Background: an optimization exercise with open tools, aiming at small area, a short achievable clock period and few clock cycles. Do not read the settings as production practice. The RTL was checked by simulation tests, not by an equivalence proof against the original design. Power is estimated from default activity; no workload was simulated.

==> design/flow/design.v <==
module dmd_draw (
    input  wire        clk,
    input  wire        rst,
    input  wire        cmd_valid,
    output wire        cmd_ready,
    input  wire [31:0] cmd_data,
    output wire        busy,
    output wire        ill,
    input  wire [6:0]  rd_addr,
    output wire [7:0]  rd_data
);
    localparam [2:0] C_PIX  = 3'd0;
    localparam [2:0] C_CLR  = 3'd1;
    localparam [2:0] C_LINE = 3'd2;
    localparam [2:0] C_CIRC = 3'd3;
    localparam [2:0] C_BOX  = 3'd4;
    localparam [2:0] C_FBOX = 3'd5;
    localparam [2:0] C_TEST = 3'd6;
    localparam [2:0] E_IDLE = 3'd0;
    localparam [2:0] E_PIX  = 3'd1;
    localparam [2:0] E_FILL = 3'd2;
    localparam [2:0] E_LINE = 3'd3;
    localparam [2:0] E_BOX  = 3'd4;
    localparam [2:0] E_CIRC = 3'd5;
    localparam [1:0] K_RANGE = 2'd0;    
    localparam [1:0] K_EXCL  = 2'd1;    
    localparam [1:0] K_PTS   = 2'd2;    
    localparam [1:0] K_PAIRS = 2'd3;    
    reg [63:0] pix [0:15];
    wire [63:0] rrow = pix[rd_addr[6:3]];
    reg  [7:0]  rbyte;
    integer rb;
    always @(*) begin
        for (rb = 0; rb < 8; rb = rb + 1)
            rbyte[7 - rb] = rrow[{rd_addr[2:0], 3'd0} + rb];
    end
    assign rd_data = rbyte;
    reg  [1:0]  wcnt;
    reg  [1:0]  a_len;
    reg  [2:0]  a_cls;
    reg  [2:0]  a_mode;
    reg  [1:0]  a_imm;
    reg         a_leg;
    reg  [31:0] w1;
    reg         ill_q;
    reg         q_valid;
    reg  [2:0]  q_cls;
    reg  [2:0]  q_mode;
    reg  [1:0]  q_imm;
    reg  [15:0] q_x1, q_y1, q_x2, q_y2;
    reg         q_rdy;                  
    reg  [16:0] q_dx, q_dy;             
    reg         q_dxn, q_dxz, q_dyn, q_dyz;
    reg  [17:0] q_y1f, q_y2f;           
    assign ill = ill_q;
    wire [7:0] d_op   = cmd_data[31:24];
    wire       d_mok  = (cmd_data[18:16] <= 3'd4);
    reg  [2:0] d_cls;
    reg  [1:0] d_len;
    reg        d_leg;
    always @(*) begin
        d_cls = C_PIX; d_len = 2'd0; d_leg = 1'b0;
        case (d_op)
            8'h01: begin d_cls = C_PIX;  d_len = 2'd1; d_leg = ((cmd_data & 32'h00F8FFFE) == 32'h0) & d_mok; end
            8'h02: begin d_cls = C_CLR;  d_len = 2'd0; d_leg = ((cmd_data & 32'h00FFFFFE) == 32'h0); end
            8'h10: begin d_cls = C_LINE; d_len = 2'd2; d_leg = ((cmd_data & 32'h00F8FFFF) == 32'h0) & d_mok; end
            8'h11: begin d_cls = C_CIRC; d_len = 2'd2; d_leg = ((cmd_data & 32'h00F8FFFF) == 32'h0) & d_mok; end
            8'h12: begin d_cls = C_BOX;  d_len = 2'd2; d_leg = ((cmd_data & 32'h00F8FFFF) == 32'h0) & d_mok; end
            8'h13: begin d_cls = C_FBOX; d_len = 2'd2; d_leg = ((cmd_data & 32'h00F8FFFF) == 32'h0) & d_mok; end
            8'h14: begin d_cls = C_TEST; d_len = 2'd0; d_leg = ((cmd_data & 32'h00FFFFFC) == 32'h0); end
            default: ;
        endcase
    end
    wire        first   = (wcnt == 2'd0);
    wire [1:0]  p_len   = first ? d_len : a_len;
    wire        p_last  = (wcnt == p_len);
    wire [2:0]  p_cls   = first ? d_cls : a_cls;
    wire        p_leg   = first ? d_leg : (a_leg & ((a_cls != C_CIRC) | (cmd_data[31:16] == 16'd0)));
    wire [31:0] p_w1    = (wcnt == 2'd1) ? cmd_data : w1;
    wire [16:0] p_dxa = {q_x2[15], q_x2} - {q_x1[15], q_x1};
    wire [16:0] p_dxb = {q_x1[15], q_x1} - {q_x2[15], q_x2};
    wire [16:0] p_dya = {q_y2[15], q_y2} - {q_y1[15], q_y1};
    wire [16:0] p_dyb = {q_y1[15], q_y1} - {q_y2[15], q_y2};
    assign cmd_ready = ~q_valid | ~p_last;
    wire        accept  = cmd_valid & cmd_ready;
    always @(posedge clk) begin
        q_dxn <= p_dxa[16];
        q_dyn <= p_dya[16];
        q_dxz <= (q_x1 == q_x2);
        q_dyz <= (q_y1 == q_y2);
        q_dx  <= p_dxa[16] ? p_dxb : p_dxa;
        q_dy  <= p_dya[16] ? p_dyb : p_dya;
        q_y1f <= {~q_y1[15], ~q_y1[15], ~q_y1} + 18'd16;
        q_y2f <= {~q_y2[15], ~q_y2[15], ~q_y2} + 18'd16;
    end
    wire        take;                       
    always @(posedge clk) begin
        if (rst) begin
            wcnt    <= 2'd0;
            ill_q   <= 1'b0;
            q_valid <= 1'b0;
            q_rdy   <= 1'b0;
        end else begin
            if (take) q_valid <= 1'b0;
            q_rdy <= q_valid & ~take;
            if (accept) begin
                if (first) begin
                    a_len  <= d_len;
                    a_cls  <= d_cls;
                    a_mode <= cmd_data[18:16];
                    a_imm  <= cmd_data[1:0];
                    a_leg  <= d_leg;
                end
                if (wcnt == 2'd1) w1 <= cmd_data;
                if (p_last) begin
                    wcnt <= 2'd0;
                    if (p_leg) begin
                        q_valid <= 1'b1;
                        q_cls   <= p_cls;
                        q_mode  <= first ? cmd_data[18:16] : a_mode;
                        q_imm   <= first ? cmd_data[1:0]   : a_imm;
                        q_x1    <= p_w1[15:0];
                        q_y1    <= p_w1[31:16];
                        q_x2    <= cmd_data[15:0];
                        q_y2    <= cmd_data[31:16];
                    end else
                        ill_q <= 1'b1;
                end else
                    wcnt <= wcnt + 2'd1;
            end
        end
    end
    reg  [2:0]  es;
    reg  [1:0]  ph;
    reg         opA, opB;           
    reg         tog, filled;
    reg  [1:0]  pat;
    reg         fclr;               
    reg         xmaj, flip, sb_neg, narrow;
    reg  signed [17:0] ra, rb_, rc, rd;
    reg  signed [17:0] rdiff;       
    reg         cpr;                
    reg  signed [21:0] rf;
    reg  [18:0] rD2, rM2;
    reg  [16:0] rrem;
    reg         g_we, g_opA, g_opB;
    reg  [1:0]  g_rk, g_ck;
    reg  signed [7:0] g_rlo, g_rhi, g_clo, g_chi;
    reg         g_rpe, g_rpv, g_cpe, g_cpv, g_rflip;
    assign busy = q_valid | (es != E_IDLE) | g_we;
    wire signed [17:0] sx1 = {{2{q_x1[15]}}, q_x1};
    wire signed [17:0] sy1 = {{2{q_y1[15]}}, q_y1};
    wire signed [17:0] sx2 = {{2{q_x2[15]}}, q_x2};
    wire signed [17:0] sy2 = {{2{q_y2[15]}}, q_y2};
    wire       q_v = (q_cls == C_PIX) ? q_imm[0] : 1'b1;
    reg        s_opA, s_opB;
    always @(*) begin
        case (q_mode)
            3'd0: begin s_opA = q_v;  s_opB = ~q_v; end    
            3'd1: begin s_opA = ~q_v; s_opB = q_v;  end    
            3'd2: begin s_opA = 1'b1; s_opB = 1'b1; end    
            3'd3: begin s_opA = q_v;  s_opB = 1'b0; end    
            default: begin s_opA = ~q_v; s_opB = 1'b1; end  
        endcase
    end
    wire        l_swap = q_dxn | (q_dxz & q_dyn);
    wire        l_syn  = l_swap ? (~q_dyn & ~q_dyz) : q_dyn;   
    wire        l_xmaj = (q_dx > q_dy);
    wire [16:0] l_maj  = l_xmaj ? q_dx : q_dy;
    wire [16:0] l_min  = l_xmaj ? q_dy : q_dx;
    wire signed [17:0] l_X1  = l_swap ? sx2 : sx1;
    wire signed [17:0] l_Y1  = l_swap ? sy2 : sy1;
    wire signed [17:0] l_Y1f = l_swap ? q_y2f : q_y1f;
    wire signed [21:0] l_fx = {4'd0, q_dy, 1'b0} - {5'd0, q_dx};
    wire signed [21:0] l_fy = {4'd0, q_dx, 1'b0} - {5'd0, q_dy};
    wire        g_last;
    assign take = q_valid & (q_rdy | (q_cls != C_LINE)) & ((es == E_IDLE) | g_last);
    wire        b_xs  = (sx2 < sx1);
    wire        b_ys  = (sy2 < sy1);
    wire        b_xeq = (q_x1 == q_x2);
    wire        b_yeq = (q_y1 == q_y2);
    wire signed [13:0] f14  = rf[13:0];
    wire signed [13:0] D14  = {1'b0, rD2[12:0]};
    wire signed [13:0] M14  = {1'b0, rM2[12:0]};
    wire signed [13:0] fc1  = f14 + D14;
    wire signed [13:0] fc2  = f14 + (D14 <<< 1);
    wire signed [13:0] fc3  = f14 + D14 + (D14 <<< 1);
    wire signed [13:0] fc4  = f14 + (D14 <<< 2);
    wire signed [13:0] fd1  = f14 + D14 - M14;
    wire signed [13:0] fd2  = f14 + (D14 <<< 1) - M14;
    wire signed [13:0] fd3  = f14 + D14 + (D14 <<< 1) - M14;
    wire signed [13:0] fd4  = f14 + (D14 <<< 2) - M14;
    wire n0 = f14[13], n1 = fc1[13], n2 = fc2[13], n3 = fc3[13];
    reg  [1:0]  f_j;
    reg  signed [13:0] f_dj;
    always @(*) begin
        if (!n0)      begin f_j = 2'd0; f_dj = fd1; end
        else if (!n1) begin f_j = 2'd1; f_dj = fd2; end
        else if (!n2) begin f_j = 2'd2; f_dj = fd3; end
        else          begin f_j = 2'd3; f_dj = fd4; end
    end
    wire        f_step = ~(n0 & n1 & n2 & n3);
    wire signed [13:0] f_fn = f_step ? f_dj : fc4;
    wire signed [21:0] lD2  = {3'd0, rD2};
    wire signed [21:0] lM2  = {3'd0, rM2};
    wire signed [21:0] s_a  = rf + lD2;
    wire signed [21:0] s_b  = rf + lD2 - lM2;
    wire        s_step = ~rf[21];
    wire        l_step = narrow ? f_step : s_step;
    wire [1:0]  l_Lm1  = narrow ? f_j : 2'd0;               
    wire signed [21:0] l_fn = narrow ? {{8{f_fn[13]}}, f_fn} : (s_step ? s_b : s_a);
    wire        l_end  = (rrem[16:2] == 15'd0) && (rrem[1:0] <= l_Lm1);
    wire [1:0]  l_Pm1  = l_end ? rrem[1:0] : l_Lm1;         
    wire signed [17:0] ra1 = ra + 18'sd1;
    wire signed [17:0] ra2 = ra + 18'sd2;
    wire signed [17:0] ra3 = ra + 18'sd3;
    wire signed [17:0] ra4 = ra + 18'sd4;
    reg  signed [17:0] l_aend, l_anext;
    always @(*) begin
        case (l_Pm1)
            2'd0: begin l_aend = ra;  l_anext = ra1; end
            2'd1: begin l_aend = ra1; l_anext = ra2; end
            2'd2: begin l_aend = ra2; l_anext = ra3; end
            default: begin l_aend = ra3; l_anext = ra4; end
        endcase
    end
    reg         n_we;
    reg  [1:0]  n_rk, n_ck;
    reg  signed [17:0] n_rlo, n_rhi, n_clo, n_chi;
    reg         n_rpe, n_rpv, n_cpe, n_cpv, n_rflip;
    reg         n_last;
    assign g_last = n_last;
    wire signed [17:0] cu = ph[0] ? rd : rc;      
    wire signed [17:0] cv = ph[0] ? rc : rd;      
    wire        c_gt  = rdiff[17];                
    wire        c_eq  = (rdiff == 18'sd0);
    wire        c_lt  = ~c_gt & ~c_eq;
    wire signed [21:0] c_x2 = {{3{rc[17]}}, rc, 1'b0};
    wire signed [21:0] c_d2 = {{3{rdiff[17]}}, rdiff, 1'b0};
    wire signed [21:0] c_pa = rf + c_x2 + 22'sd3;                
    wire signed [21:0] c_pb = rf - c_d2 + 22'sd5;                
    wire signed [21:0] c_p2a = rf + (c_x2 <<< 1) + 22'sd8;       
    wire signed [21:0] c_p2b = rf + c_x2 - c_d2 + 22'sd10;       
    wire        c_pair = rf[21] & c_lt;               
    wire        c_diag2 = (rdiff == 18'sd1);          
    wire        c_cp = ~ph[0] & c_pair;               
    wire        c_rp = ph[0] & cpr & ~c_diag2;        
    wire signed [17:0] c_cu = cu + {17'd0, c_cp};
    wire signed [17:0] c_cv = cv + {17'd0, c_rp};
    always @(*) begin
        n_we = 1'b0; n_rk = K_PTS; n_ck = K_PTS;
        n_rlo = rb_; n_rhi = rb_; n_clo = ra; n_chi = ra;
        n_rpe = 1'b0; n_rpv = 1'b0; n_cpe = 1'b0; n_cpv = 1'b0; n_rflip = 1'b0;
        n_last = 1'b1;
        case (es)
            E_PIX: begin
                n_we = 1'b1; n_rk = K_PTS; n_ck = K_PTS;
            end
            E_FILL: begin
                n_we = 1'b1; n_rk = K_RANGE; n_ck = K_RANGE;
                n_rlo = 18'sd0; n_rhi = 18'sd15; n_clo = 18'sd0; n_chi = 18'sd63;
                n_last = fclr | (ph == 2'd2);
                if (ph == 2'd1) begin
                    n_rpe = 1'b1; n_rpv = 1'b0;
                    n_cpe = 1'b1; n_cpv = ~pat[0];
                end else if (ph == 2'd2) begin
                    n_rpe = 1'b1; n_rpv = 1'b1;
                    n_cpe = 1'b1; n_cpv = pat[1] ^ pat[0];
                end
            end
            E_LINE: begin
                n_we = 1'b1;
                n_last = l_end;
                if (xmaj) begin
                    n_rk = K_PTS;   n_rlo = rb_; n_rhi = rb_;
                    n_ck = K_RANGE; n_clo = ra;  n_chi = l_aend;
                end else begin
                    n_ck = K_PTS;   n_clo = rb_; n_chi = rb_;
                    n_rk = K_RANGE; n_rlo = ra;  n_rhi = l_aend;
                    n_rflip = flip;
                end
            end
            E_BOX: begin
                n_we = 1'b1;
                n_clo = ra; n_chi = rc; n_rlo = rb_; n_rhi = rd;
                if (ph == 2'd0) begin
                    n_rk = filled ? K_RANGE : K_PTS;
                    n_ck = tog ? K_EXCL : K_RANGE;
                    n_last = ~tog & filled;
                end else if (ph == 2'd1) begin
                    n_rk = tog ? K_EXCL : K_RANGE;
                    n_ck = K_PTS;
                end else begin
                    n_rk = K_PTS; n_ck = K_PTS;
                end
            end
            E_CIRC: begin
                n_we  = ~c_gt;
                n_rk  = c_rp ? K_PAIRS : K_PTS;
                n_ck  = c_cp ? K_PAIRS : K_PTS;
                n_clo = ra - c_cu; n_chi = ra + c_cu;
                n_rlo = rb_ - c_cv; n_rhi = rb_ + c_cv;
                n_last = ph[0] ? (cpr & c_diag2) : ~c_lt;
            end
            default: n_last = 1'b1;
        endcase
    end
    function [7:0] clampc; input signed [17:0] v;
        begin
            if (v[17])                   clampc = (v[16:1] == 16'hFFFF) ? v[7:0] : 8'hFE;
            else if (v[16:7] != 0)       clampc = 8'd65;
            else if (v[6] && v[5:1] != 0) clampc = 8'd65;
            else                         clampc = v[7:0];
        end
    endfunction
    always @(posedge clk) begin
        if (rst) begin
            g_we <= 1'b0;
        end else begin
            g_we <= n_we;
        end
        g_opA <= opA; g_opB <= opB;
        g_rk  <= n_rk;  g_ck  <= n_ck;
        g_rlo <= clampc(n_rlo); g_rhi <= clampc(n_rhi);
        g_clo <= clampc(n_clo); g_chi <= clampc(n_chi);
        g_rpe <= n_rpe; g_rpv <= n_rpv; g_cpe <= n_cpe; g_cpv <= n_cpv;
        g_rflip <= n_rflip;
    end
    function [17:0] r_ox; input signed [7:0] v; integer i;
        begin for (i = -1; i < 17; i = i + 1) r_ox[i + 1] = (v == i); end
    endfunction
    function [15:0] r_ge; input signed [7:0] v; integer i;    
        begin for (i = 0; i < 16; i = i + 1) r_ge[i] = v[7] | ((v[6:4] == 3'd0) && (v[3:0] <= i)); end
    endfunction
    function [15:0] r_le; input signed [7:0] v; integer i;    
        begin for (i = 0; i < 16; i = i + 1) r_le[i] = ~v[7] & ((v[6:4] != 3'd0) || (v[3:0] >= i)); end
    endfunction
    function [65:0] c_ox; input signed [7:0] v; integer i;
        begin for (i = -1; i < 65; i = i + 1) c_ox[i + 1] = (v == i); end
    endfunction
    function [63:0] c_ge; input signed [7:0] v; integer i;
        begin for (i = 0; i < 64; i = i + 1) c_ge[i] = v[7] | (~v[6] && (v[5:0] <= i)); end
    endfunction
    function [63:0] c_le; input signed [7:0] v; integer i;
        begin for (i = 0; i < 64; i = i + 1) c_le[i] = ~v[7] & (v[6] || (v[5:0] >= i)); end
    endfunction
    wire [17:0] r_xlo = r_ox(g_rlo), r_xhi = r_ox(g_rhi);
    wire [65:0] c_xlo = c_ox(g_clo), c_xhi = c_ox(g_chi);
    wire [15:0] r_pts = r_xlo[16:1] | r_xhi[16:1];
    wire [63:0] c_pts = c_xlo[64:1] | c_xhi[64:1];
    wire [15:0] r_prs = r_pts | r_xlo[15:0] | r_xhi[17:2];
    wire [63:0] c_prs = c_pts | c_xlo[63:0] | c_xhi[65:2];
    wire [15:0] r_rng = r_ge(g_rlo) & r_le(g_rhi);
    wire [63:0] c_rng = c_ge(g_clo) & c_le(g_chi);
    reg [15:0] rmask0, rmask;
    reg [63:0] cmask;
    integer mi;
    always @(*) begin
        case (g_rk)
            K_RANGE: rmask0 = r_rng;
            K_EXCL:  rmask0 = r_rng & ~r_pts;
            K_PTS:   rmask0 = r_pts;
            default: rmask0 = r_prs;
        endcase
        case (g_ck)
            K_RANGE: cmask = c_rng;
            K_EXCL:  cmask = c_rng & ~c_pts;
            K_PTS:   cmask = c_pts;
            default: cmask = c_prs;
        endcase
        for (mi = 0; mi < 16; mi = mi + 1)
            if (g_rpe && (mi[0] != g_rpv)) rmask0[mi] = 1'b0;
        for (mi = 0; mi < 64; mi = mi + 1)
            if (g_cpe && (mi[0] != g_cpv)) cmask[mi] = 1'b0;
        for (mi = 0; mi < 16; mi = mi + 1)
            rmask[mi] = g_rflip ? rmask0[15 - mi] : rmask0[mi];
    end
    wire [15:0] rowA = rmask & {16{g_we & g_opA}};
    wire [15:0] rowB = rmask & {16{g_we & g_opB}};
    integer py, px;
    always @(posedge clk) begin
        for (py = 0; py < 16; py = py + 1)
            for (px = 0; px < 64; px = px + 1)
                pix[py][px] <= pix[py][px] ? ~(cmask[px] & rowB[py]) : (cmask[px] & rowA[py]);
    end
    always @(posedge clk) begin
        if (rst) begin
            es <= E_IDLE;
        end else begin
            case (es)
                E_FILL: begin
                    ph  <= ph + 2'd1;
                    opA <= 1'b1;
                    opB <= 1'b0;
                end
                E_LINE: begin
                    rrem <= rrem - {15'd0, l_Pm1} - 17'd1;
                    ra   <= l_anext;
                    if (l_step) rb_ <= sb_neg ? (rb_ - 18'sd1) : (rb_ + 18'sd1);
                    rf   <= l_fn;
                end
                E_BOX: ph <= ph + 2'd1;
                E_CIRC: begin
                    if (!ph[0]) begin
                        ph  <= 2'd1;
                        cpr <= c_pair;
                    end else begin
                        ph <= 2'd0;
                        if (!cpr) begin
                            rc <= rc + 18'sd1;
                            rd <= rd - 18'sd1;
                            rf <= c_pb;
                            rdiff <= rdiff - 18'sd2;
                        end else begin
                            rc <= rc + 18'sd2;
                            if (c_pa[21]) begin
                                rf <= c_p2a;
                                rdiff <= rdiff - 18'sd2;
                            end else begin
                                rd <= rd - 18'sd1;
                                rf <= c_p2b;
                                rdiff <= rdiff - 18'sd3;
                            end
                        end
                    end
                end
                default: ;
            endcase
            if (es != E_IDLE && g_last) es <= E_IDLE;
            if (take) begin
                opA  <= s_opA;
                opB  <= s_opB;
                ph   <= 2'd0;
                tog  <= (q_mode == 3'd2);
                filled <= (q_cls == C_FBOX);
                pat  <= q_imm;
                fclr <= (q_cls == C_CLR);
                case (q_cls)
                    C_PIX: begin
                        es <= E_PIX; ra <= sx1; rb_ <= sy1;
                    end
                    C_CLR: begin
                        es <= E_FILL;
                        opA <= ~q_imm[0]; opB <= q_imm[0];
                    end
                    C_TEST: begin
                        es <= E_FILL;
                        opA <= 1'b0; opB <= 1'b1;
                    end
                    C_LINE: begin
                        es     <= E_LINE;
                        xmaj   <= l_xmaj;
                        flip   <= ~l_xmaj & l_syn;
                        sb_neg <= l_xmaj & l_syn;
                        narrow <= (l_maj[16:8] == 9'd0);
                        ra     <= l_xmaj ? l_X1 : (l_syn ? l_Y1f : l_Y1);
                        rb_    <= l_xmaj ? l_Y1 : l_X1;
                        rD2    <= {1'b0, l_min, 1'b0};
                        rM2    <= {1'b0, l_maj, 1'b0};
                        rf     <= l_xmaj ? l_fx : l_fy;
                        rrem   <= l_maj;
                    end
                    C_CIRC: begin
                        ra <= sx1; rb_ <= sy1;
                        rc <= 18'sd0;
                        rd <= {2'b00, q_x2};
                        rdiff <= {2'b00, q_x2};
                        rf <= 22'sd1 - {6'd0, q_x2};
                        es <= q_x2[15] ? E_IDLE : E_CIRC;
                    end
                    default: begin
                        es  <= E_BOX;
                        ra  <= b_xs ? sx2 : sx1;
                        rc  <= b_xs ? sx1 : sx2;
                        rb_ <= b_ys ? sy2 : sy1;
                        rd  <= b_ys ? sy1 : sy2;
                        if (q_mode == 3'd2 && (b_xeq | b_yeq)) begin
                            ph <= 2'd2;
                            if (b_xeq & b_yeq) es <= E_IDLE;
                        end
                    end
                endcase
            end
        end
    end
endmodule
==> design/flow/run.sh <==
#!/bin/bash
# synth_recipe.tcl (not shown) runs the flow's synth.tcl, then flattens the netlist and writes it again
# the make line also repeats each setting of config.mk as NAME=value (left out here)
make -C /OpenROAD-flow-scripts/flow DESIGN_CONFIG=/design/flow/config.mk WORK_HOME=/design/flow/orfs CLKGATE_MAP_FILE= SYNTH_SCRIPT=/design/flow/synth_recipe.tcl finish
==> design/flow/config.mk <==
export PLATFORM = sky130hd
export DESIGN_NAME = dmd_draw
export DESIGN_NICKNAME = dmd_draw
export VERILOG_FILES = /design/flow/design.v
export SDC_FILE = /design/flow/constraint.sdc
export NUM_CORES = 4
export LEC_CHECK = 0
export CAP_MARGIN = 20
export CORE_MARGIN = 2
export CORE_UTILIZATION = 55
export SETUP_SLACK_MARGIN = 5
export SLEW_MARGIN = 20
==> design/flow/constraint.sdc <==
create_clock -name core_clock -period 12.0 [get_ports {clk}]
set_input_delay 2.4000 -clock core_clock [delete_from_list [all_inputs] [get_ports {clk}]]
set_output_delay 2.4000 -clock core_clock [all_outputs]
set_load 0.01 [all_outputs]
==> notes.md, run 1 <==
total CTS buffers=between 150 and 200; Root Buffer=clkbuf_16; CP cell instances=buf_12 > nand2b_4 > buf_12 > buf_4 > nor2_4 > buf_12 > a22o_1 > a221oi_2 > nand3_1 > o22ai_1 > o21ai_0 > mux4_2 > buf_6; Area growth, synth to finish=11.7%; # setup viols final=0; CTS tree=yes; Primary FF master, synth=dfxtp_1; clock latency (worst-skew pair)=approximately 0.85 ns; final instance area=around 0.1 mm^2; worst-margin pin slew=about 1.3 ns; Mapped Nets=approximately 11,000; crit path time final=slightly above 7 ns; vias in the first global route=86,600; pwr/cell area=between 100 and 150 mW/mm^2; Initial DRC Count=roughly 16,000; fin crit share=around three fifths; wire per inst=around 32 um; boundary pin count=53; DP Area=approximately 0.092 mm^2; crit path kind=input pin to output pin; Relative slew margins=about 15%; Yosys warning count=2; met2 wire len=between 150,000 and 200,000 um; leak pwr=~36 nW; maximum net fanout on the critical path=18; Metal-1 WL=about 150,000 um; fillers=13,900; Worst Setup End Kind=output pin; synthesized flop and latch total=around 1,400; layout cells sized above 1=9.84%; Async SR Flop Fraction=0%; Slowest-stage cell, CP=mux4_2; DPL Wire Length=around 250,000 um; CP Launch Type=input pin; Synth area leader=dfxtp_1; largest stage delay on the critical path=0.66 ns; 1st-pass router iterations=11; total power=roughly 12 mW; DRC=0; CP most frequent cell=buf_12; routability cong.=approximately 1.1; maximum VDD drop=approximately 0.17 mV; WP data arrival=4.88 ns; Setup Skew=0.0487 ns; Clock Sinks=between 1,000 and 1,500; floorplan core area=around 0.16 mm^2; Row Count=148; routed vias/inst=approximately 7.4; fmax=around 0.14 GHz; commonest cells in the netlist=o21ai_0 (1,607), dfxtp_1 (1,149), o31ai_1 (1,055); die height=about 400 um; largest net degree at the start of global routing=91; cell area after synthesis=around 0.09 mm^2; crit path buf inv count=5; synth top area cells=dfxtp_1 (26%), edfxtp_1 (9.7%), o21ai_0 (8.9%); area of the die=between 0.15 and 0.2 mm^2; highest routed layer=met5; Final ANT Viol Nets=0; routed vias=approximately 94,000; Die Wd=409 um; count of input and output buffers=between 50 and 60; maximum clock path buffer count=3; syn avg cell area=~8.3 um^2; Seq/Total Area, Yosys=between 30% and 40%; Yosys cell types=between 100 and 150; critical path's top delay family=compound AO/OA/AOI/OAI gates; Yosys top cell area share=between 20% and 30%; fin. max-slew vios=0; GRT Overall Usage=46.9%; Total Wirelength=about 410,000 um; count leader, synth=o21ai_0; Starting Density=55.3%; Setup TNS Final=0 ns; Required @ worst endpoint=9.60 ns; nets=around 11,000; Synth Instances=approximately 11,000; Max Cap Violations=0; first-pass GRT wire length=between 500,000 and 600,000 um; wire length on met3=50,600 um; initial antenna violation count=14; CTS Hold Buffers Added=0; unrepaired setup endpoints after global routing=true; total gr overflow=0; status=no timing/DRC/antenna violations; clock slew at reported path FFs=about 0.060 ns; H-tree levels=4; Hold Violations, Final=0; Hold/Removal Path Class=flop to flop; Post-synth EDFFs=292
[power by group]
| group | internal, mW | leakage, nW | switching [mW] |
|---|---|---|---|
| logic | 0.539 | 21.5 | 0.909 |
| clock network | 2.86 | 2.56 | 2.16 |
| registers | 5.00 | 12.0 | 0.108 |
[what timing repair did]
item	4_1_cts	5_1_grt
pin swaps	56	53
endpoints found under the hold margin	0	0
endpoints found under the setup margin	145	136
cloned	25	3
resized for setup	270	107
setup buffers	73	28
[metrics by stage]
stage	std cells	utilization [%]	hold WS, ns	setup WS [ns]
CTS	12700	61.2	0.354	4.85
global placement	12300	56.5	0.325	2.85
global route	12700	61.8	0.357	4.72
detailed placement	12300	56.6	0.338	2.74
finish	12700	61.8	0.356	4.72
floorplan	10800	-	0.323	5.02
[final timing paths]
kind | start | end | slack [ns] | depth (start not counted)
worst min register to register | opB$_SDFFCE_PN0P_ | g_opB$_DFF_P_ | 0.36 | 0
worst min-delay path | opB$_SDFFCE_PN0P_ | g_opB$_DFF_P_ | 0.36 | 0
worst max register to register | D14[1]$_DFFE_PP_ | g_chi[0]$_DFF_P_ | 5.06 | 34
worst max-delay path | rd_addr[5] | rd_data[1] | 4.72 | 13
[state kept, by name, indices dropped and copies added (netlist names), 8 cells and up]
signal,flops
M14,12
rc,18
q_y1f,18
q_x1,16
q_y1,16
g_clo,8
rdiff,18
rrem,17
D14,12
q_y2,16
rb_,18
g_chi,8
q_dx,17
rd,18
g_rlo,8
ra,18
q_x2,16
q_y2f,18
w1,32
q_dy,17
pix,1024
g_rhi,8
rf,22
[logic make-up (layout without fill, tap and decap cells)]
logic type / count (synthesis) / count (layout) / synth area share, %
other: 0 / 13 / 0
muxes: 211 / 211 / 2.75
buffers and inverters: 1256 / 994 / 5.25
DFF: 1441 / 1441 / 35.3
adders and majority gates: 466 / 466 / 6.66
xor gates and xnor gates: 381 / 381 / 3.71
and+or+nand+nor: 2260 / 2264 / 12.0
AOI/OAI and AO/OA: 4793 / 4793 / 34.3
[layer usage]
metal / track usage (%) / vias to the layer above
met4: 37.0 / 10
met5: 0 / -
met3: 10.9 / 2024
li1: - / 40500
met1: 56.9 / 44400
met2: 71.4 / 7349
[cell usage in the layout, fill, tap and decap left out, drive strengths merged, types with 99 or more instances in the layout]
cell type  synthesis  final
o22ai            135    135
clkbuf           846    223
ha               442    442
dfxtp           1149   1149
a22oi            342    342
o31ai           1056   1056
o21ai           1625   1625
nand3            203    203
a21oi            631    631
a221oi           113    113
nor2             667    670
a21o              99     99
inv              324    336
xnor2            266    266
xor2             115    115
nand4            112    112
mux2i            131    131
buf               79    324
a31oi            107    107
edfxtp           292    292
nand2            557    557
nor3             181    181
[area by class of cell]
class                   instances  area (um^2)  area share, %
multi-input cells            8115        55300           55.0
flip-flops and latches       1441        31800           31.6
clock buffers                 219         4470           4.44
repair buffers                384         4240           4.21
well taps                    2175         2720           2.70
inverters                     331         1280           1.27
clock inverters                60          774          0.770
diodes                         13         32.5         0.0323
Testbench counts, summed over its fixed seeds: cycles 3,229.
==> run 2: changes to the inputs <==
--- a/design/flow/design.v
+++ b/design/flow/design.v
@@ -53,3 +53,2 @@
     reg         q_dxn, q_dxz, q_dyn, q_dyz;
-    reg  [17:0] q_y1f, q_y2f;           
     assign ill = ill_q;
@@ -92,4 +91,2 @@
         q_dy  <= p_dya[16] ? p_dyb : p_dya;
-        q_y1f <= {~q_y1[15], ~q_y1[15], ~q_y1} + 18'd16;
-        q_y2f <= {~q_y2[15], ~q_y2[15], ~q_y2} + 18'd16;
     end
@@ -142,3 +139,3 @@
     reg         cpr;                
-    reg  signed [21:0] rf;
+    reg  signed [18:0] rf;
     reg  [18:0] rD2, rM2;
@@ -149,2 +146,4 @@
     reg         g_rpe, g_rpv, g_cpe, g_cpv, g_rflip;
+    reg         g_rrun, g_crun;
+    reg  [2:0]  g_run;
     assign busy = q_valid | (es != E_IDLE) | g_we;
@@ -172,5 +171,5 @@
     wire signed [17:0] l_Y1  = l_swap ? sy2 : sy1;
-    wire signed [17:0] l_Y1f = l_swap ? q_y2f : q_y1f;
-    wire signed [21:0] l_fx = {4'd0, q_dy, 1'b0} - {5'd0, q_dx};
-    wire signed [21:0] l_fy = {4'd0, q_dx, 1'b0} - {5'd0, q_dy};
+    wire signed [17:0] l_Y1f = {~l_Y1[17:4] + 14'd1, ~l_Y1[3:0]};    
+    wire signed [18:0] l_fx = {1'b0, q_dy, 1'b0} - {2'd0, q_dx};
+    wire signed [18:0] l_fy = {1'b0, q_dx, 1'b0} - {2'd0, q_dy};
     wire        g_last;
@@ -181,45 +180,61 @@
     wire        b_yeq = (q_y1 == q_y2);
-    wire signed [13:0] f14  = rf[13:0];
-    wire signed [13:0] D14  = {1'b0, rD2[12:0]};
-    wire signed [13:0] M14  = {1'b0, rM2[12:0]};
-    wire signed [13:0] fc1  = f14 + D14;
-    wire signed [13:0] fc2  = f14 + (D14 <<< 1);
-    wire signed [13:0] fc3  = f14 + D14 + (D14 <<< 1);
-    wire signed [13:0] fc4  = f14 + (D14 <<< 2);
-    wire signed [13:0] fd1  = f14 + D14 - M14;
-    wire signed [13:0] fd2  = f14 + (D14 <<< 1) - M14;
-    wire signed [13:0] fd3  = f14 + D14 + (D14 <<< 1) - M14;
-    wire signed [13:0] fd4  = f14 + (D14 <<< 2) - M14;
-    wire n0 = f14[13], n1 = fc1[13], n2 = fc2[13], n3 = fc3[13];
-    reg  [1:0]  f_j;
-    reg  signed [13:0] f_dj;
+    wire signed [12:0] f13  = rf[12:0];
+    wire signed [12:0] D13  = {1'b0, rD2[11:0]};
+    wire signed [12:0] M13  = {1'b0, rM2[11:0]};
+    wire signed [12:0] Dx2  = D13 <<< 1;
+    wire signed [12:0] Dx4  = D13 <<< 2;
+    wire signed [12:0] Dx8  = D13 <<< 3;
+    wire signed [12:0] fc1 = f13 + D13;
+    wire signed [12:0] fc2 = f13 + Dx2;
+    wire signed [12:0] fc3 = f13 + D13 + Dx2;
+    wire signed [12:0] fc4 = f13 + Dx4;
+    wire signed [12:0] fc5 = f13 + D13 + Dx4;
+    wire signed [12:0] fc6 = f13 + Dx2 + Dx4;
+    wire signed [12:0] fc7 = f13 + Dx8 - D13;
+    wire signed [12:0] fc8 = f13 + Dx8;
+    wire signed [12:0] fd1 = fc1 - M13;
+    wire signed [12:0] fd2 = f13 + Dx2 - M13;
+    wire signed [12:0] fd3 = f13 + D13 + Dx2 - M13;
+    wire signed [12:0] fd4 = f13 + Dx4 - M13;
+    wire signed [12:0] fd5 = f13 + D13 + Dx4 - M13;
+    wire signed [12:0] fd6 = f13 + Dx2 + Dx4 - M13;
+    wire signed [12:0] fd7 = f13 + Dx8 - D13 - M13;
+    wire signed [12:0] fd8 = f13 + Dx8 - M13;
+    wire n0 = f13[12], n1 = fc1[12], n2 = fc2[12], n3 = fc3[12];
+    wire n4 = fc4[12], n5 = fc5[12], n6 = fc6[12], n7 = fc7[12];
+    reg  [2:0]  f_j;
+    reg  signed [12:0] f_dj;
     always @(*) begin
-        if (!n0)      begin f_j = 2'd0; f_dj = fd1; end
-        else if (!n1) begin f_j = 2'd1; f_dj = fd2; end
-        else if (!n2) begin f_j = 2'd2; f_dj = fd3; end
-        else          begin f_j = 2'd3; f_dj = fd4; end
+        if (!n0)      begin f_j = 3'd0; f_dj = fd1; end
+        else if (!n1) begin f_j = 3'd1; f_dj = fd2; end
+        else if (!n2) begin f_j = 3'd2; f_dj = fd3; end
+        else if (!n3) begin f_j = 3'd3; f_dj = fd4; end
+        else if (!n4) begin f_j = 3'd4; f_dj = fd5; end
+        else if (!n5) begin f_j = 3'd5; f_dj = fd6; end
+        else if (!n6) begin f_j = 3'd6; f_dj = fd7; end
+        else          begin f_j = 3'd7; f_dj = fd8; end
     end
-    wire        f_step = ~(n0 & n1 & n2 & n3);
-    wire signed [13:0] f_fn = f_step ? f_dj : fc4;
-    wire signed [21:0] lD2  = {3'd0, rD2};
-    wire signed [21:0] lM2  = {3'd0, rM2};
-    wire signed [21:0] s_a  = rf + lD2;
-    wire signed [21:0] s_b  = rf + lD2 - lM2;
-    wire        s_step = ~rf[21];
+    wire        f_step = ~(n0 & n1 & n2 & n3 & n4 & n5 & n6 & n7);
+    wire signed [12:0] f_fn = f_step ? f_dj : fc8;
+    wire signed [18:0] lD2  = rD2;
+    wire signed [18:0] lM2  = rM2;
+    wire signed [18:0] s_a  = rf + lD2;
+    wire signed [18:0] s_b  = rf + lD2 - lM2;
+    wire        s_step = ~rf[18];
     wire        l_step = narrow ? f_step : s_step;
-    wire [1:0]  l_Lm1  = narrow ? f_j : 2'd0;               
-    wire signed [21:0] l_fn = narrow ? {{8{f_fn[13]}}, f_fn} : (s_step ? s_b : s_a);
-    wire        l_end  = (rrem[16:2] == 15'd0) && (rrem[1:0] <= l_Lm1);
-    wire [1:0]  l_Pm1  = l_end ? rrem[1:0] : l_Lm1;         
-    wire signed [17:0] ra1 = ra + 18'sd1;
-    wire signed [17:0] ra2 = ra + 18'sd2;
-    wire signed [17:0] ra3 = ra + 18'sd3;
-    wire signed [17:0] ra4 = ra + 18'sd4;
-    reg  signed [17:0] l_aend, l_anext;
+    wire [2:0]  l_Lm1  = narrow ? f_j : 3'd0;               
+    wire signed [18:0] l_fn = narrow ? {{6{f_fn[12]}}, f_fn} : (s_step ? s_b : s_a);
+    wire        l_end  = (rrem[16:3] == 14'd0) && (rrem[2:0] <= l_Lm1);
+    wire [2:0]  l_Pm1  = l_end ? rrem[2:0] : l_Lm1;         
+    reg  signed [17:0] l_anext;
     always @(*) begin
         case (l_Pm1)
-            2'd0: begin l_aend = ra;  l_anext = ra1; end
-            2'd1: begin l_aend = ra1; l_anext = ra2; end
-            2'd2: begin l_aend = ra2; l_anext = ra3; end
-            default: begin l_aend = ra3; l_anext = ra4; end
+            3'd0: l_anext = ra + 18'sd1;
+            3'd1: l_anext = ra + 18'sd2;
+            3'd2: l_anext = ra + 18'sd3;
+            3'd3: l_anext = ra + 18'sd4;
+            3'd4: l_anext = ra + 18'sd5;
+            3'd5: l_anext = ra + 18'sd6;
+            3'd6: l_anext = ra + 18'sd7;
+            default: l_anext = ra + 18'sd8;
         endcase
@@ -229,3 +244,3 @@
     reg  signed [17:0] n_rlo, n_rhi, n_clo, n_chi;
-    reg         n_rpe, n_rpv, n_cpe, n_cpv, n_rflip;
+    reg         n_rpe, n_rpv, n_cpe, n_cpv, n_rflip, n_rrun, n_crun;
     reg         n_last;
@@ -237,9 +252,9 @@
     wire        c_lt  = ~c_gt & ~c_eq;
-    wire signed [21:0] c_x2 = {{3{rc[17]}}, rc, 1'b0};
-    wire signed [21:0] c_d2 = {{3{rdiff[17]}}, rdiff, 1'b0};
-    wire signed [21:0] c_pa = rf + c_x2 + 22'sd3;                
-    wire signed [21:0] c_pb = rf - c_d2 + 22'sd5;                
-    wire signed [21:0] c_p2a = rf + (c_x2 <<< 1) + 22'sd8;       
-    wire signed [21:0] c_p2b = rf + c_x2 - c_d2 + 22'sd10;       
-    wire        c_pair = rf[21] & c_lt;               
+    wire signed [18:0] c_x2 = {rc, 1'b0};
+    wire signed [18:0] c_d2 = {rdiff, 1'b0};
+    wire signed [18:0] c_pa = rf + c_x2 + 19'sd3;                
+    wire signed [18:0] c_pb = rf - c_d2 + 19'sd5;                
+    wire signed [18:0] c_p2a = rf + (c_x2 <<< 1) + 19'sd8;       
+    wire signed [18:0] c_p2b = rf + c_x2 - c_d2 + 19'sd10;       
+    wire        c_pair = rf[18] & c_lt;               
     wire        c_diag2 = (rdiff == 18'sd1);          
@@ -253,2 +268,3 @@
         n_rpe = 1'b0; n_rpv = 1'b0; n_cpe = 1'b0; n_cpv = 1'b0; n_rflip = 1'b0;
+        n_rrun = 1'b0; n_crun = 1'b0;
         n_last = 1'b1;
@@ -275,6 +291,6 @@
                     n_rk = K_PTS;   n_rlo = rb_; n_rhi = rb_;
-                    n_ck = K_RANGE; n_clo = ra;  n_chi = l_aend;
+                    n_ck = K_RANGE; n_clo = ra;  n_crun = 1'b1;
                 end else begin
                     n_ck = K_PTS;   n_clo = rb_; n_chi = rb_;
-                    n_rk = K_RANGE; n_rlo = ra;  n_rhi = l_aend;
+                    n_rk = K_RANGE; n_rlo = ra;  n_rrun = 1'b1;
                     n_rflip = flip;
@@ -309,6 +325,8 @@
         begin
-            if (v[17])                   clampc = (v[16:1] == 16'hFFFF) ? v[7:0] : 8'hFE;
-            else if (v[16:7] != 0)       clampc = 8'd65;
-            else if (v[6] && v[5:1] != 0) clampc = 8'd65;
-            else                         clampc = v[7:0];
+            if (v[17])                clampc = (v[16:3] == 14'h3FFF) ? v[7:0] : 8'hF7;
+            else if (v[16:7] != 0)    clampc = 8'd72;
+            else if (v[6:3] == 4'hF)  clampc = 8'd72;     
+            else if (v[6] & v[3])     clampc = 8'd72;     
+            else if (v[6] & (v[5:4] != 2'd0)) clampc = 8'd72;
+            else                      clampc = v[7:0];
         end
@@ -327,2 +345,3 @@
         g_rflip <= n_rflip;
+        g_rrun <= n_rrun; g_crun <= n_crun; g_run <= l_Pm1;
     end
@@ -346,4 +365,6 @@
     endfunction
-    wire [17:0] r_xlo = r_ox(g_rlo), r_xhi = r_ox(g_rhi);
-    wire [65:0] c_xlo = c_ox(g_clo), c_xhi = c_ox(g_chi);
+    wire signed [7:0] e_rhi = g_rrun ? (g_rlo + {5'd0, g_run}) : g_rhi;
+    wire signed [7:0] e_chi = g_crun ? (g_clo + {5'd0, g_run}) : g_chi;
+    wire [17:0] r_xlo = r_ox(g_rlo), r_xhi = r_ox(e_rhi);
+    wire [65:0] c_xlo = c_ox(g_clo), c_xhi = c_ox(e_chi);
     wire [15:0] r_pts = r_xlo[16:1] | r_xhi[16:1];
@@ -352,4 +373,4 @@
     wire [63:0] c_prs = c_pts | c_xlo[63:0] | c_xhi[65:2];
-    wire [15:0] r_rng = r_ge(g_rlo) & r_le(g_rhi);
-    wire [63:0] c_rng = c_ge(g_clo) & c_le(g_chi);
+    wire [15:0] r_rng = r_ge(g_rlo) & r_le(e_rhi);
+    wire [63:0] c_rng = c_ge(g_clo) & c_le(e_chi);
     reg [15:0] rmask0, rmask;
@@ -396,3 +417,3 @@
                 E_LINE: begin
-                    rrem <= rrem - {15'd0, l_Pm1} - 17'd1;
+                    rrem <= rrem - {14'd0, l_Pm1} - 17'd1;
                     ra   <= l_anext;
@@ -415,3 +436,3 @@
                             rc <= rc + 18'sd2;
-                            if (c_pa[21]) begin
+                            if (c_pa[18]) begin
                                 rf <= c_p2a;
@@ -454,3 +475,3 @@
                         sb_neg <= l_xmaj & l_syn;
-                        narrow <= (l_maj[16:8] == 9'd0);
+                        narrow <= (l_maj[16:7] == 10'd0);
                         ra     <= l_xmaj ? l_X1 : (l_syn ? l_Y1f : l_Y1);
@@ -467,3 +488,3 @@
                         rdiff <= {2'b00, q_x2};
-                        rf <= 22'sd1 - {6'd0, q_x2};
+                        rf <= 19'sd1 - {3'd0, q_x2};
                         es <= q_x2[15] ? E_IDLE : E_CIRC;
==> notes.md, run 2 <==
Synth area leader=dfxtp_1; Final ANT Viol Nets=0 (unchanged); Reg2Reg Depth=39 (+15%); Yosys warning count=2 (unchanged); Clock Sinks=1,407 (-2.4%); status=no timing/DRC/antenna violations; CTS tree=yes; layout cells sized above 1=12.5% (+2.7 points); r2r startpoint=D13[2]$_DFFE_PP_; DPL Wire Length=243,000 um (-4.1%); Worst Setup SP=D13[2]$_DFFE_PP_; CTS Hold Buffers Added=0 (unchanged); unrepaired setup endpoints after global routing=true; fin crit share=62.0% (+1.4 points); crit path capture=rf[11]$_DFFE_PN_; setup ws final=4.55 ns (-0.169 ns); commonest cells in the netlist=o21ai_0 (1,335), dfxtp_1 (1,118), o31ai_1 (1,049); Async SR Flop Fraction=0% (unchanged); pre-CTS setup slack=2.76 ns (+0.0254 ns); Starting Density=55.4% (+0.091 points); Slowest-stage cell, CP=or4_4; crit path time final=7.45 ns (+0.169 ns); Yosys top cell area share=25.1% (-0.42 points); Root Buffer=clkbuf_16; routed vias=92,800 (-1.6%); Top reg by flops=pix; clock latency (worst-skew pair)=0.86 ns (about the same); pwr/cell area=115 mW/mm^2 (+0.15%); WP data arrival=8.04 ns (+3.16 ns); syn avg cell area=8.40 um^2 (+0.75%); top flop regs=pix: 1024 flops, w1: 32 flops, rf: 19 flops; Required @ worst endpoint=12.60 ns (+3.00 ns); Synth Instances=10,600 (-1.8%); Worst R2R End=rf[11]$_DFFE_PN_; wire per inst=31.5 um (-2.5%); synthesized flop and latch total=1,407 (-2.4%); clock slew at reported path FFs=0.06 ns (about the same); synth top area cells=dfxtp_1 (25%), edfxtp_1 (9.7%), o31ai_1 (8.8%); total CTS buffers=153 (-1.3%); DRC=0 (unchanged); vias in the first global route=85,700 (-1.1%); Setup TNS Final=0 ns (unchanged); area of the die=0.165 mm^2 (-1.1%); total gr overflow=0 (unchanged); die height=406 um (-0.54%); fmax=0.134 GHz (-2.3%); crit path kind=flop to flop; Worst Setup End Kind=flop; Yosys cell types=130 (+25%); Total Wirelength=400,000 um (-2.6%); boundary pin count=53 (unchanged); nets=11,000 (+0.24%); Relative slew margins=10.9% (-4.3 points); Primary FF master, synth=dfxtp_1; largest net degree at the start of global routing=77 (-15%); # setup viols final=0 (unchanged); cell area after synthesis=0.0891 mm^2 (-1.1%); Hold Slack=0.468 ns (+0.112 ns); largest stage delay on the critical path=0.52 ns (-0.14 ns); floorplan core area=0.161 mm^2 (-1.2%); Seq/Total Area, Yosys=34.9% (-0.41 points); most common cell after layout, fill and taps aside=o21ai_0; count of input and output buffers=52 (unchanged); count leader, synth=o21ai_0; Initial DRC Count=15,200 (-4.5%); GRT Overall Usage=46.3% (-0.54 points); Setup Skew=0.0544 ns (+0.00568 ns); Largest register FFs=1,024 (unchanged); fin. max-slew vios=0 (unchanged); Hold Violations, Final=0 (unchanged); Max Cap Violations=0 (unchanged); maximum VDD drop=0.166 mV (-4.9%); leak pwr=37.0 nW (+2.8%); Row Count=147 (-0.68%); H-tree levels=4 (unchanged); worst-margin pin slew=1.34 ns (+0.0684 ns); Hold/Removal Path Class=flop to flop; initial antenna violation count=8 (-6); routability cong.=1.03 (-4.8%); Area growth, synth to finish=14.3%; commonest non-fill, non-tap cells in the layout=o21ai_0 (1,273), dfxtp_1 (1,116), o31ai_1 (1,048); routed vias/inst=7.30 (-1.4%); maximum net fanout on the critical path=5 (-13); 1st-pass router iterations=9 (-2); CP most frequent cell=o21ai_2; maximum clock path buffer count=3 (unchanged); first-pass GRT wire length=573,000 um (-2.8%); Mapped Nets=11,100 (-1.5%); Post-synth EDFFs=289 (-1.0%); R2R Setup Slk=4.55 ns (-0.51 ns); total power=11.7 mW (+1.3%); CP Launch Type=flop; Die Wd=406 um (-0.54%)
## run 2: cell count changes in the layout (fill, tap and decap cells not counted), moves of 28 or more
cell	before	now
nor3_1	168	129
o21ai_1	38	289
buf_4	248	348
o21ai_0	1534	1273
a211oi_1	75	45
dfxtp_1	1146	1116
inv_1	320	356
nand2_1	549	483
a21o_1	99	127
xor2_1	113	141
or3_1	60	30
## run 2: per-layer routing
layer	global-route usage [%]	routed length (um)	part of all wire, %
met4	37.6	40400	10
met2	70.9	170000	42
met3	10.9	47900	12
met1	55.6	142000	35
met5	0	41	0.010
## run 2: how the worst min path moves through the flow
| stage | to | depth (start not counted) | start | slack, ns |
|---|---|---|---|---|
| floorplan | g_opA$_DFF_P_ | 0 | opA$_SDFFCE_PN1P_ | 0.32 |
| global placement | ill_q$_SDFFE_PP0P_ | 1 | ill_q$_SDFFE_PP0P_ | 0.45 |
| detailed placement | pix[9][32]$_DFF_P_ | 1 | pix[9][32]$_DFF_P_ | 0.45 |
| CTS | pix[9][12]$_DFF_P_ | 1 | pix[9][12]$_DFF_P_ | 0.47 |
| global route | pix[9][10]$_DFF_P_ | 1 | pix[9][10]$_DFF_P_ | 0.48 |
| finish | pix[1][4]$_DFF_P_ | 1 | pix[1][4]$_DFF_P_ | 0.47 |
## run 2: logic make-up after synthesis
group / Yosys count / synth area share (%)
adder cells (fa/ha/maj): 495 / 7.20
XOR/XNOR: 415 / 4.13
flip-flops: 1407 / 34.9
buffers and inverters: 1238 / 5.44
AND/OR/NAND/NOR: 2076 / 11.0
multiplexers: 206 / 2.53
AO/OA/AOI/OAI: 4775 / 34.8
## run 2: worst max-delay path: cells and delay by family (launching register included)
family | cells | cell delay, ns
buf+inv | 5 | 0.72
flops | 1 | 0.47
simple gates | 7 | 1.29
mux | 1 | 0.17
compound gates | 21 | 3.38
xor+xnor | 2 | 0.29
fa+ha+maj | 3 | 0.86
## run 2: layout make-up
type                       instances  area [um^2]
fill                           13800        58900
multi-input combinational       7968        55800
sequential                      1407        31100
timing repair buffer             525         5550
clock buffer                     214         4430
tap                             2160         2700
inverter                         370         1410
clock inverter                    66          831
antenna                            7         17.5
timing repair inverter             1         5.00
## run 2: metrics by stage
stage / std cells / cell area [um^2] / util, %
4_1_cts: 12700 / 101000 / 62.5
3_5_place_dp: 12200 / 91400 / 56.8
6_report: 12700 / 102000 / 63.3
2_1_floorplan: 10600 / 89200 / -
3_3_place_gp: 12200 / 91300 / 56.8
5_1_grt: 12700 / 102000 / 63.3
## run 2: power breakdown
group | internal [mW] | total, mW | switching (mW)
Sequential | 4.89 | 4.99 | 0.0994
Clock | 2.81 | 4.98 | 2.16
Combinational | 0.693 | 1.76 | 1.06
## run 2: timing repair
action                     CTS  global route
setup endpoints to repair  191           162
pin swaps                  162           113
resized for setup          424           171
setup buffers              172            49
gates cloned                28             3
hold endpoints to repair     0             0
Testbench counts of run 2, summed over its fixed seeds: cycles 2,915.
==> run 3: changes to the inputs <==
--- a/design/flow/config.mk
+++ b/design/flow/config.mk
@@ -9,4 +9,4 @@
 export CORE_MARGIN = 2
-export CORE_UTILIZATION = 55
-export SETUP_SLACK_MARGIN = 5
+export CORE_UTILIZATION = 65
+export SETUP_SLACK_MARGIN = 4.7
 export SLEW_MARGIN = 20
==> notes.md, run 3 <==
largest net degree at the start of global routing=79; CTS Hold Buffers Added=0 (unchanged); cell area after synthesis=0.0891 mm^2 (unchanged); Log Error=[ERROR GRT-0232] Routing congestion too high. Check the congestion heatmap in the GUI.; total gr overflow=~170; worst setup endpoint GRT=rf[7]$_DFFE_PN_/D; Clock Sinks=1,407 (unchanged); Yosys top cell area share=25.1% (unchanged); synth top area cells=dfxtp_1 (25%), edfxtp_1 (9.7%), o31ai_1 (8.8%); DPL Wire Length=250,000 um (+2.7%); syn avg cell area=8.40 um^2 (unchanged); synthesized flop and latch total=1,407 (unchanged); commonest cells in the netlist=o21ai_0 (1,335), dfxtp_1 (1,118), o31ai_1 (1,049); Post-synth EDFFs=289 (unchanged); H-tree levels=4 (unchanged); Seq/Total Area, Yosys=34.9% (unchanged); boundary pin count=53 (unchanged); Synth Area in Adders=7.20% (unchanged); maximum clock path buffer count=3 (unchanged); total CTS buffers=147 (-3.9%); mux share of post-synthesis cell area=2.53% (unchanged); Synth Instances=10,600 (unchanged); Starting Density=65.6% (+10 points); count of input and output buffers=52 (unchanged); Yosys cell types=130 (unchanged); worst ep type=register input; Mapped Nets=11,100 (unchanged); Yosys warning count=2 (unchanged); GRT Overall Usage=69.4%; Row Count=135 (-8.2%); Halt Stage=global routing (5_1_grt); Async SR Flop Fraction=0% (unchanged); Primary FF master, synth=dfxtp_1; Die Wd=374 um (-7.9%); status=did not finish; largest family of logic cells by synthesized area=compound AO/OA/AOI/OAI gates; routability cong.=1.10 (+7.2%); Inst Count DP=11,800 (-3.1%); area share of and/or/nand/nor cells after synthesis=11.0% (unchanged); xor/xnor share of the synthesized area=4.13% (unchanged); Synth area leader=dfxtp_1; die height=374 um (-7.9%); Root Buffer=clkbuf_16; count leader, synth=o21ai_0; post-synthesis compound-gate area fraction=34.8% (unchanged); DP Area=0.0907 mm^2 (-0.79%)
==> run 3: cell counts after synthesis <==
Identical to the previous run, type by type.
==> run 3: logic make-up after synthesis <==
logic type | Yosys count
multiplexers | 206
AND/OR/NAND/NOR | 2076
flip-flops | 1407
XOR/XNOR | 415
adder cells (fa/ha/maj) | 495
buffers and inverters | 1238
AO/OA/AOI/OAI | 4775
==> run 3: repair_timing <==
action                     4_1_cts
pin swaps                       84
buffers inserted               104
gates resized for setup        265
gates cloned                    10
setup endpoints to repair      209
==> run 3: how the worst max path moves through the flow <==
stage                               to        startpoint  depth (start not counted)  slack, ns
detailed placement     ra[4]$_DFFE_PN_  D13[2]$_DFFE_PP_                         31       2.83
CTS                         rd_data[1]        rd_addr[4]                         11       4.61
global placement    rrem[15]$_DFFE_PN_  D13[2]$_DFFE_PP_                         31       2.71
floorplan              ra[4]$_DFFE_PN_  D13[1]$_DFFE_PP_                         33       4.71
==> run 3: power groups by stage <==
stage | Sequential [mW] | Combinational, mW | Clock, mW
floorplan | 5.04 | 1.04 | 0
CTS | 4.98 | 1.59 | 4.76
detailed placement | 5.09 | 1.48 | 0
global placement | 5.08 | 1.45 | 0
==> run 3: through the flow <==
step | setup WS (ns) | util [%] | power, mW
2_1_floorplan | 4.71 | - | 6.08
3_3_place_gp | 2.71 | 66.7 | 6.53
3_5_place_dp | 2.83 | 66.8 | 6.56
4_1_cts | 4.61 | 71.9 | 11.3
==> run 3: metal layers <==
metal  GRT overflow  track usage (%)
met5              1             22.2
met4             67             68.3
met3              7             48.0
met2             83             88.8
met1             10             71.5
==> run 4: changes to the inputs <==
--- a/design/flow/config.mk
+++ b/design/flow/config.mk
@@ -9,3 +9,4 @@
 export CORE_MARGIN = 2
-export CORE_UTILIZATION = 65
+export CORE_UTILIZATION = 55
+export CTS_BUF_LIST = sky130_fd_sc_hd__clkbuf_4 sky130_fd_sc_hd__clkbuf_8
 export SETUP_SLACK_MARGIN = 4.7
==> notes.md, run 4 <==
status=no timing/DRC/antenna violations; clock share of power=between 40% and 50%; Yosys cell types=130 (unchanged); fmax=between 0.1 and 0.15 GHz; Final ANT Viol Nets=0; Hold Violations, Final=0; Mapped Nets=11,100 (unchanged); Seq/Total Area, Yosys=34.9% (unchanged); WP data arrival=between 5 and 6 ns; Top reg by flops=pix; most common cell after layout, fill and taps aside=o21ai_0; Synth area leader=dfxtp_1; Clock Sinks=1,407 (unchanged); cell area after synthesis=0.0891 mm^2 (unchanged); total gr overflow=0; final instance area=roughly 0.10 mm^2; wire per inst=between 30 and 40 um; clock slew at reported path FFs=about 0.060 ns; largest net degree at the start of global routing=78; GRT Overall Usage=between 40% and 50%; nets=roughly 11,000; synthesized flop and latch total=1,407 (unchanged); unrepaired setup endpoints after global routing=true; Comb pwr share=14.6%; CTS tree=yes; DPL Wire Length=241,000 um (-3.4%); pwr/cell area=116 mW/mm^2; Primary FF master, synth=dfxtp_1; layout cells sized above 1=approximately an eighth; H-tree levels=4 (unchanged); Starting Density=55.4% (-10 points); area of the die=approximately 0.17 mm^2; Total Wirelength=390,000 um; first-pass GRT wire length=approximately 560,000 um; commonest cells in the netlist=o21ai_0 (1,335), dfxtp_1 (1,118), o31ai_1 (1,049); DP Area=0.0912 mm^2 (+0.57%); Relative slew margins=between 15 and 20%; maximum clock path buffer count=3 (unchanged); floorplan core area=around 0.16 mm^2; routability cong.=1.05 (-4.5%); critical path's top delay family=buffers and inverters; Hold/Removal Path Class=flop to flop; # setup viols final=0; maximum VDD drop=~0.12 mV; Root Buffer=clkbuf_8; 1st-pass router iterations=10; commonest non-fill, non-tap cells in the layout=o21ai_0 (1,283), dfxtp_1 (1,116), o31ai_1 (1,048); crit path buf inv count=6; Worst Setup End Kind=output pin; CP Launch Type=input pin; largest stage delay on the critical path=0.49 ns; Die Wd=406 um (+8.6%); Row Count=147 (+8.9%); leak pwr=approximately 37 nW; top flop regs=pix: 1024 flops, w1: 32 flops, rf: 19 flops; count leader, synth=o21ai_0; Hold Slack=0.325 ns; Async SR Flop Fraction=0% (unchanged); vias in the first global route=around 85,000; Area growth, synth to finish=12.7%; switching pwr=around 3.4 mW; initial antenna violation count=13; Max Cap Violations=0; fin crit share=a little over three fifths; CP most frequent cell=buf_12; Initial DRC Count=roughly 15,000; Setup TNS Final=0 ns; die height=406 um (+8.6%); CTS Hold Buffers Added=0 (unchanged); syn avg cell area=8.40 um^2 (unchanged); fin. max-slew vios=0; DRC=0; Pint=8.27 mW; Setup Skew=~0.13 ns; maximum net fanout on the critical path=9; Largest register FFs=between 1,000 and 1,500; synth top area cells=dfxtp_1 (25%), edfxtp_1 (9.7%), o31ai_1 (8.8%); Sw Share=28.9%; Slowest-stage cell, CP=mux4_2; Post-synth EDFFs=289 (unchanged); Yosys warning count=2 (unchanged); Synth Instances=10,600 (unchanged); boundary pin count=53 (unchanged); routed vias=about 92,000; Seq pwr share=a little over two fifths; total CTS buffers=230 (+56%); Yosys top cell area share=25.1% (unchanged); Non-Filler Instances=about 13,000; count of input and output buffers=52 (unchanged); Required @ worst endpoint=roughly 9.6 ns; Inst Count DP=12,200 (+3.2%); Core Util, Final=around 62%; CP cell instances=buf_12 > nand2b_4 > buf_4 > buf_12 > nor2_4 > buf_6 > buf_12 > a22o_1 > a221oi_2 > nand3_1 > o22ai_1 > o21ai_2 > mux4_2 > buf_6; clock latency (worst-skew pair)=roughly 1.1 ns; routed vias/inst=between 7 and 8; crit path time final=7.49 ns; crit path kind=input pin to output pin; worst-margin pin slew=roughly 1.2 ns
-- run 4: cell counts after synthesis --
Identical to the previous run, type by type.
-- run 4: worst paths after layout --
check / slack (ns) / from / end / cells past startpoint
max reg2reg: 4.55 / rf[1]$_DFFE_PN_ / ra[11]$_DFFE_PN_ / 35
min reg2reg: 0.33 / opB$_SDFFCE_PN0P_ / g_opB$_DFF_P_ / 0
max: 4.51 / rd_addr[4] / rd_data[3] / 14
min: 0.33 / opB$_SDFFCE_PN0P_ / g_opB$_DFF_P_ / 0
-- run 4: kinds of logic (layout without fill, tap and decap cells) --
logic type / Yosys count / in the layout / synth area share (%)
adder cells (fa/ha/maj): 495 / 495 / 7.20
flip-flops: 1407 / 1407 / 34.9
AO/OA/AOI/OAI: 4775 / 4775 / 34.8
other: 0 / 10 / 0
XOR/XNOR: 415 / 415 / 4.13
buffers and inverters: 1238 / 1241 / 5.44
AND/OR/NAND/NOR: 2076 / 2079 / 11.0
multiplexers: 206 / 206 / 2.53
-- run 4: power by group through the flow --
stage,Sequential (mW),Combinational [mW],Clock [mW]
finish,4.99,1.69,4.94
global route,4.99,1.80,5.13
CTS,4.98,1.57,4.92
detailed placement,5.09,1.46,0
global placement,5.08,1.44,0
floorplan,5.04,1.04,0
-- run 4: per-layer routing --
metal	track usage [%]	part of all wire (%)	vias to the layer above
met2	68.6	43	6776
met5	0	0.033	-
li1	-	-	40000
met3	10.6	12	1841
met1	55.2	36	43600
met4	31.7	8.7	14
-- run 4: repair_timing --
action                                  in CTS  in global routing
resized for setup                          280                197
setup buffers                               76                 83
pin swaps                                   71                122
endpoints found under the setup margin     207                146
gates cloned                                12                  8
-- run 4: layout make-up --
| cell class | instances | area [um^2] |
|---|---|---|
| fill | 13700 | 60400 |
| multi-input combinational | 7970 | 55300 |
| sequential | 1407 | 31100 |
| timing repair buffer | 449 | 4380 |
| clock buffer | 338 | 4330 |
| tap | 2160 | 2700 |
| inverter | 370 | 1410 |
| clock inverter | 84 | 1160 |
| antenna | 10 | 25.0 |
-- run 4: metrics by stage --
stage / total power, mW / setup WS (ns)
finish: 11.6 / 4.51
CTS: 11.5 / 4.62
detailed placement: 6.55 / 2.35
global route: 11.9 / 4.35
floorplan: 6.08 / 4.71
global placement: 6.53 / 2.32
==> run 5: changes to the inputs <==
--- a/design/flow/config.mk
+++ b/design/flow/config.mk
@@ -9,5 +9,5 @@
 export CORE_MARGIN = 2
-export CORE_UTILIZATION = 55
+export CORE_UTILIZATION = 50
 export CTS_BUF_LIST = sky130_fd_sc_hd__clkbuf_4 sky130_fd_sc_hd__clkbuf_8
-export SETUP_SLACK_MARGIN = 4.7
+export SETUP_SLACK_MARGIN = 5
 export SLEW_MARGIN = 20
==> notes.md, run 5 <==
status=no timing/DRC/antenna violations; synth top area cells=dfxtp_1 (25%), edfxtp_1 (9.7%), o31ai_1 (8.8%); total CTS buffers=235 (+2.2%); Worst Setup SP=rf[3]$_DFFE_PN_; Inst Count DP=12,400 (+1.4%); unrepaired setup endpoints after global routing=true; largest net degree at the start of global routing=76 (-2.6%); routed vias=91,800 (-0.57%); most common cell after layout, fill and taps aside=o21ai_0; Async SR Flop Fraction=0% (unchanged); clock latency (worst-skew pair)=1.08 ns (-0.02 ns); Initial DRC Count=13,600 (-10%); routability cong.=1.01 (-4.0%); DRC=0 (unchanged); nets=11,000 (+0.71%); maximum VDD drop=0.107 mV (-13%); wire length on met3=42,600 um (-8.4%); count leader, synth=o21ai_0; Post-synth EDFFs=289 (unchanged); Synth area leader=dfxtp_1; Hold Violations, Final=0 (unchanged); Non-Filler Instances=13,100 (+2.1%); Root Buffer=clkbuf_8; leak pwr=37.3 nW (+1.9%); multi-input logic area=0.0558 mm^2 (+0.88%); Worst R2R End=rf[17]$_DFFE_PN_; r2r startpoint=rf[3]$_DFFE_PN_; Metal-1 WL=152,000 um (+6.9%); largest stage delay on the critical path=0.52 ns (+0.03 ns); Core Util, Final=57.9% (-4.6 points); layout cells sized above 1=14.0% (+1.4 points); first-pass GRT wire length=577,000 um (+3.9%); crit path buf inv count=2 (-4); Setup Skew=0.116 ns (-0.0161 ns); fillers=15,700 (+15%); Endpoint, Worst Hold=g_opA$_DFF_P_; fin crit share=61.2% (-1.2 points); Yosys cell types=130 (unchanged); maximum clock path buffer count=3 (unchanged); cell area after synthesis=0.0891 mm^2 (unchanged); Hold Slack=0.344 ns (+0.0188 ns); final instance area=0.102 mm^2 (+1.7%); total gr overflow=0 (unchanged); GRT Overall Usage=42.6% (-2.1 points); routed vias/inst=7.03 (-2.6%); Reg2Reg Depth=34 (-2.9%); Seq/Total Area, Yosys=34.9% (unchanged); highest routed layer=met5; R2R Setup Slk=4.66 ns (+0.11 ns); CP Launch Type=flop; Primary FF master, synth=dfxtp_1; setup ws final=4.66 ns (+0.148 ns); syn avg cell area=8.40 um^2 (unchanged); Worst Setup End Kind=flop; crit path kind=flop to flop; maximum net fanout on the critical path=7 (-2); Largest register FFs=1,024 (unchanged); boundary pin count=53 (unchanged); Yosys top cell area share=25.1% (unchanged); H-tree levels=4 (unchanged); Synth Instances=10,600 (unchanged); synthesized flop and latch total=1,407 (unchanged); register area=0.0311 mm^2 (unchanged); CP most frequent cell=a21oi_2; pwr/cell area=114 mW/mm^2 (-1.6%); commonest non-fill, non-tap cells in the layout=o21ai_0 (1,278), dfxtp_1 (1,116), o31ai_1 (1,049); Max Cap Violations=0 (unchanged); top flop regs=pix: 1024 flops, w1: 32 flops, rf: 19 flops; Worst Hold Launch=opA$_SDFFCE_PN1P_; vias in the first global route=85,400 (+0.11%); CTS tree=yes; fmax=0.136 GHz (+2.0%); Setup TNS Final=0 ns (unchanged); Row Count=154 (+4.8%); Die Wd=426 um (+4.8%); Mapped Nets=11,100 (unchanged); initial antenna violation count=16 (+3); commonest cells in the netlist=o21ai_0 (1,335), dfxtp_1 (1,118), o31ai_1 (1,049); Slowest-stage cell, CP=or4_4; Area growth, synth to finish=14.6%; fin. max-slew vios=0 (unchanged); Starting Density=50.5% (-4.9 points); crit path time final=7.34 ns (-0.148 ns); clock slew at reported path FFs=0.06 ns (about the same); total power=11.6 mW (about the same); DP Area=0.0915 mm^2 (+0.32%); WP data arrival=8.26 ns (+3.17 ns); Required @ worst endpoint=12.92 ns (+3.32 ns); floorplan core area=0.176 mm^2 (+9.8%); worst-margin pin slew=1.29 ns (+0.0524 ns); die height=426 um (+4.8%); DPL Wire Length=244,000 um (+1.2%); count of input and output buffers=52 (unchanged); Hold/Removal Path Class=flop to flop; Final ANT Viol Nets=0 (unchanged); # setup viols final=0 (unchanged); Clock Sinks=1,407 (unchanged); met2 wire len=178,000 um (+6.3%); critical path's top delay family=compound AO/OA/AOI/OAI gates; Top reg by flops=pix; pre-CTS setup slack=2.63 ns (+0.278 ns); wire per inst=31.0 um (+1.7%); 1st-pass router iterations=12 (+2); Yosys warning count=2 (unchanged); Relative slew margins=13.9% (-3.5 points); Total Wirelength=405,000 um (+3.8%); Hold Crit Depth=0 (unchanged); area of the die=0.182 mm^2 (+9.9%)
-- run 5: cell count changes in the layout (fill, tap and decap cells not counted), moves of 8 or more --
cell,change
buf_4,+29
buf_6,+12
a221oi_1,-13
clkbuf_4,+26
a22oi_1,-16
o221ai_1,-8
a22oi_2,+16
a221oi_2,+12
buf_16,+13
buf_12,+15
-- run 5: worst max-delay path by stage --
stage,slack (ns),to,depth (start not counted)
after floorplan,4.99,rf[13]$_DFFE_PN_,36
after global placement,2.71,rrem[15]$_DFFE_PN_,33
after detailed placement,2.63,rrem[15]$_DFFE_PN_,33
after CTS,4.73,rf[16]$_DFFE_PN_,37
after global routing,4.31,rf[15]$_DFFE_PN_,35
final,4.66,rf[17]$_DFFE_PN_,34
-- run 5: cell families (layout without fill, tap and decap cells) --
group                      count (synthesis)  in the layout  synth area share [%]
DFF                                     1407           1407                  34.9
other                                      0             13                     0
muxes                                    206            206                  2.53
AOI/OAI and AO/OA                       4775           4775                  34.8
buffers and inverters                   1238           1326                  5.44
xor gates and xnor gates                 415            415                  4.13
adders and majority gates                495            495                  7.20
and+or+nand+nor                         2076           2082                  11.0
-- run 5: area by class of cell --
| class | instances | area share (%) |
|---|---|---|
| multi-input cells | 7973 | 54.6 |
| flip-flops and latches | 1407 | 30.4 |
| repair buffers | 519 | 5.34 |
| clock buffers | 368 | 4.48 |
| well taps | 2340 | 2.87 |
| inverters | 370 | 1.38 |
| clock inverters | 69 | 0.831 |
| diodes | 13 | 0.0319 |
-- run 5: worst reg2reg max path: cells and delay by family, from the launching register on --
kind,cells,cell delay (ns)
compound gates,18,3.42
xor+xnor,2,0.44
fa+ha+maj,3,1.03
buf+inv,2,0.32
flops,1,0.47
simple gates,9,1.54
-- run 5: power by group --
part           leakage [nW]  switching [mW]  internal [mW]
clock network          2.88            2.21           2.70
registers              11.7           0.105           4.89
logic                  22.7            1.06          0.673
total                  37.3            3.37           8.26
-- run 5: what timing repair did --
| action | in CTS | in global routing |
|---|---|---|
| gates resized for setup | 431 | 154 |
| gates cloned | 28 | 7 |
| buffers inserted | 161 | 62 |
| hold buffers | 0 | 0 |
| setup endpoints to repair | 213 | 167 |
| pin swaps | 165 | 105 |
-- run 5: metal layers --
metal | GRT usage, % | vias to the layer above
li1 | - | 40200
met1 | 52.7 | 44000
met2 | 66.6 | 6067
met3 | 8.52 | 1462
met4 | 29.3 | 12
met5 | 0 | -

Setup slack of run 5, layout unchanged: 4.658 ns with ideal ports, 4.658 ns with driving cells assumed (clock clkbuf_16, inputs buf_2), 4.658 ns with port delays also shifted by the 1.112 ns mid clock arrival.
